Context: an optimization exercise on an open-source flow, tuned for small area. The choices shown serve that exercise and are no tape-out recipe.
Only simulation tests tie the RTL to the original design; equivalence was not proved.
The clock port is modelled as an ideal driver; clocking choices that lean on that would not hold on a real chip.
No activity file was given, so power comes from the tool's default toggle rates.

== job 855 ==
Design jd_beacon, start of the top module:
module jd_beacon #(
    parameter integer F_CLK         = 4000000,
    parameter integer TICK_PRESCALE = 26,
    parameter integer FAST_COUNTS   = 20,
    parameter integer SLOW_DIV      = 40,
    parameter integer BIT_CYCLES    = 200
) (
    input  wire        clk,
    input  wire        rst,
    input  wire        cmd_valid,
    input  wire [15:0] cmd,
    input  wire        rx_line,
    input  wire [7:0]  prov_byte,
    output wire        carrier,
    output wire        tx_line,
    output wire [2:0]  led,
    output wire        fast_tick,
    output wire        slow_tick,
    output wire        irq_fast,
    output wire        irq_slow,
    output wire        irq_rx,
    output wire [7:0]  rx_byte,
    output wire        prov_take,
    output wire        tx_done,
    output wire        tx_ready,
    output wire [$clog2(FAST_COUNTS)-1:0] tick_count,
    output wire        cmd_fault
);
    localparam [4:0] PRE_START  = 5'd26;    
    localparam [4:0] PRE_LAST   = 5'd13;    
    localparam [5:0] CAR_START  = 6'd18;    
  ...
Size: roughly 110 flip-flops, ~55 I/O pins, about 4100 sq um of cells after synthesis.
export LEC_CHECK = 0
export CAP_MARGIN = 20
export CORE_MARGIN = 4
export CORE_UTILIZATION = 40
export SLEW_MARGIN = 20
create_clock -name core_clock -period 10.0 [get_ports {clk}]
standard.sh (not shown) runs the stock make flow with config.mk's settings and CLKGATE_MAP_FILE= SYNTH_SCRIPT=/design/flow/synth_recipe.tcl, a recipe that flattens the netlist after the stock synthesis.
==> flow/flow/run.sh <==
#!/bin/bash
# Layout: the standard flow (standard.sh) with
#  - synthesis: the standard script, abc run with flow/area.abc (area-oriented:
#    deepsyn AIG optimisation, then &nf mapping);
#  - port buffers: sky130_fd_sc_hd__buf_1 on every input and output;
#  - CTS: clkbuf_8 buffers, no dummy loads; then lightly loaded ones
#    resized to clkbuf_4 (flow/cts_post.tcl).
# Each tool's full output is in ORFS's logs (orfs/logs); make's output in flow.log.
set -euo pipefail
HERE=$(pwd)
export FLOW_ABC_SCRIPT=$HERE/flow/area.abc
sed -e "s|SYNTH_SCRIPT=[^ ]*|SYNTH_SCRIPT=$HERE/flow/my_synth.tcl|" standard.sh > my_standard.sh
bash my_standard.sh \
  BUFFER_PORTS_ARGS="-buffer_cell sky130_fd_sc_hd__buf_1" \
  POST_CTS_TCL=$HERE/flow/cts_post.tcl \
  CTS_ARGS="-sink_clustering_enable -repair_clock_nets -buf_list {sky130_fd_sc_hd__clkbuf_2 sky130_fd_sc_hd__clkbuf_4 sky130_fd_sc_hd__clkbuf_8} -dont_use_dummy_load" \
  finish > flow.log 2>&1
==> flow/flow/area.abc <==
strash
&get -n
&deepsyn -I 1 -J 50
&dch -f
&nf -R 1000
&put
topo
stime -c
==> flow/flow/cts_post.tcl <==
# After CTS: clock buffers that drive few loads (the root, which drives only
# the leaf buffers, and small leaf clusters) are resized to clkbuf_4; the
# others stay clkbuf_8 so every flip-flop clock pin keeps a sharp edge.
set n_resized 0
foreach inst [[ord::get_db_block] getInsts] {
  set name [$inst getName]
  if { ![string match "clkbuf*" $name] } { continue }
  if { [[$inst getMaster] getName] ne "sky130_fd_sc_hd__clkbuf_8" } { continue }
  set fanout [expr { [llength [[[$inst findITerm X] getNet] getITerms]] - 1 }]
  if { $fanout <= 9 } {
    replace_cell [get_cells $name] [get_lib_cells */sky130_fd_sc_hd__clkbuf_4]
    incr n_resized
  }
}
puts "cts_post: resized $n_resized clock buffers to clkbuf_4"
check_placement -verbose
==> flow/flow/my_synth.tcl <==
# The standard synthesis script, with abc pointed at an area-oriented
# script (FLOW_ABC_SCRIPT). Registers are mapped before abc runs, so the
# registers, their names and cell types are those of the standard synthesis.
proc synth {args} { yosys synth -nofsm -noshare {*}$args }
proc abc {args} {
  set i [lsearch -exact $args -script]
  if { $i >= 0 && [info exists ::env(FLOW_ABC_SCRIPT)] } {
    lset args [expr {$i + 1}] $::env(FLOW_ABC_SCRIPT)
  }
  yosys abc {*}$args
}
source $::env(SCRIPTS_DIR)/synth.tcl
# left out here: clear keep_hierarchy, flatten, clean up, hide names made inside functions, write 1_2_yosys.v
#### Input delta (job 4827 over job 855)
diff --git a/flow/flow/run.sh b/flow/flow/run.sh
--- a/flow/flow/run.sh
+++ b/flow/flow/run.sh
@@ -4 +4,3 @@
-#    deepsyn AIG optimisation, then &nf mapping);
+#    deepsyn AIG optimisation, &nf mapping, then mfs3 don't-care
+#    resubstitution), and adders left to abc
+#    instead of being mapped to half/full adder cells first (ADDER_MAP_FILE=);
@@ -13,0 +16 @@
+  ADDER_MAP_FILE= \
==> flow/flow/area.abc <==
strash
&get -n
&deepsyn -I 1 -J 50
&dch -f
&nf -R 1000
&put
mfs3 -a -K 8 -H 5 -R 2
mfs3 -a
topo
stime -c
diff --git a/flow/config.mk b/flow/config.mk
--- a/flow/config.mk
+++ b/flow/config.mk
@@ -8 +8 @@
-export CAP_MARGIN = 20
+export CAP_MARGIN = 0
@@ -11 +11 @@
-export SLEW_MARGIN = 20
+export SLEW_MARGIN = 0
Notes after the runs:
- Job 4827 vs job 855: relative contribution of sequential cells to total power down
- Detailed placer's ending HPWL went up by a few percent going from job 855 to job 4827.
- Job 855 ended up with tx_sr[1]$_DFF_P_ as its start point of the critical path; job 4827 ended up with tick_en$_DFF_P_.
- Lower arrival time at the worst endpoint goes to job 855 over job 4827.
diff inputs: job 4827 => job 580
diff --git a/flow/flow/run.sh b/flow/flow/run.sh
--- a/flow/flow/run.sh
+++ b/flow/flow/run.sh
@@ -4,2 +4 @@
-#    deepsyn AIG optimisation, &nf mapping, then mfs3 don't-care
-#    resubstitution), and adders left to abc
+#    deepsyn AIG optimisation, then &nf mapping), and adders left to abc
==> flow/flow/area.abc <==
strash
&get -n
&deepsyn -I 1 -J 50
&dch -f
&nf -R 1000
&put
topo
stime -c
diff --git a/flow/config.mk b/flow/config.mk
--- a/flow/config.mk
+++ b/flow/config.mk
@@ -8 +8 @@
-export CAP_MARGIN = 0
+export CAP_MARGIN = 20
@@ -11 +11 @@
-export SLEW_MARGIN = 0
+export SLEW_MARGIN = 20
### Flow results
Job 580 ended with more area enclosed by the die boundary than job 4827.
Comparing job 4827 with job 580, the clock power came out essentially unchanged.
Taking job 4827 as the reference, in job 580 final worst setup slack saw a decrease, fraction of final layout cells sized beyond drive strength 1 decreased by 0.41 points relative to the old numbers, average wire per standard cell moved down, period utilization shows an increase of 0.50 points.
Job 580 ends up with higher total power draw than job 4827 does.
The net count of the mapped netlist in job 580 sits 4 above the value recorded for job 4827.
The following lists how job 9761 was set up differently from job 580:
diff --git a/flow/flow/run.sh b/flow/flow/run.sh
--- a/flow/flow/run.sh
+++ b/flow/flow/run.sh
@@ -4 +4,2 @@
-#    deepsyn AIG optimisation, then &nf mapping), and adders left to abc
+#    deepsyn AIG optimisation, &nf mapping, then mfs3 don't-care
+#    resubstitution), and adders left to abc
==> flow/flow/area.abc <==
strash
&get -n
&deepsyn -I 1 -J 50
&dch -f
&nf -R 1000
&put
mfs3 -a -K 8 -H 5 -R 2
mfs3 -a
topo
stime -c
diff --git a/flow/config.mk b/flow/config.mk
--- a/flow/config.mk
+++ b/flow/config.mk
@@ -10,0 +11 @@
+export GPL_TIMING_DRIVEN = 0
### Flow results
Looking at portion of the clock cycle consumed by the worst path in the final layout, job 9761 sits 1.8 points above job 580. Total power draw on job 9761 is ahead of job 580. The start-to-end type of the worst setup path comes out input pin to flip-flop in one run and flip-flop to flip-flop in the other, namely in job 9761 and job 580 respectively. Between job 9761 and job 580, it is job 9761 whose number of stages on the worst hold path is higher, by 1.

port drivers added, routing unchanged:
Ports are ideal in the flow. The routed layouts listed here were re-timed in OpenROAD.
Step 1 sets driving cells, clkbuf_16 on the clock port and buf_2 on the other inputs (assumed; they add their load-dependent delay and slew).
Step 2 adds t to the input delays and takes it off the output delays; t is the mean of the earliest and latest rising clock arrival at the registers after step 1. Input paths then give back, and output paths get back, about the clock's delay inside the block.
Slacks: ideal ports / drivers / drivers and shift; pairs: ideal ports / drivers.
run	t, ns	slack for setup (ns)	hold WS [ns]
job 855	0.437	6.057 / 6.026 / 5.656	0.427 / 0.427 / 0.427
job 4827	0.466	6.134 / 6.134 / 5.733	0.447 / 0.447 / 0.447
job 580	0.450	6.084 / 6.084 / 5.742	0.416 / 0.416 / 0.416
job 9761	0.471	5.901 / 5.910 / 5.440	0.447 / 0.447 / 0.447
After both steps every run listed still meets setup and hold. The setup slack of job 9761, which loses most, moves by +0.009 ns with the drivers and by -0.461 ns with both steps.
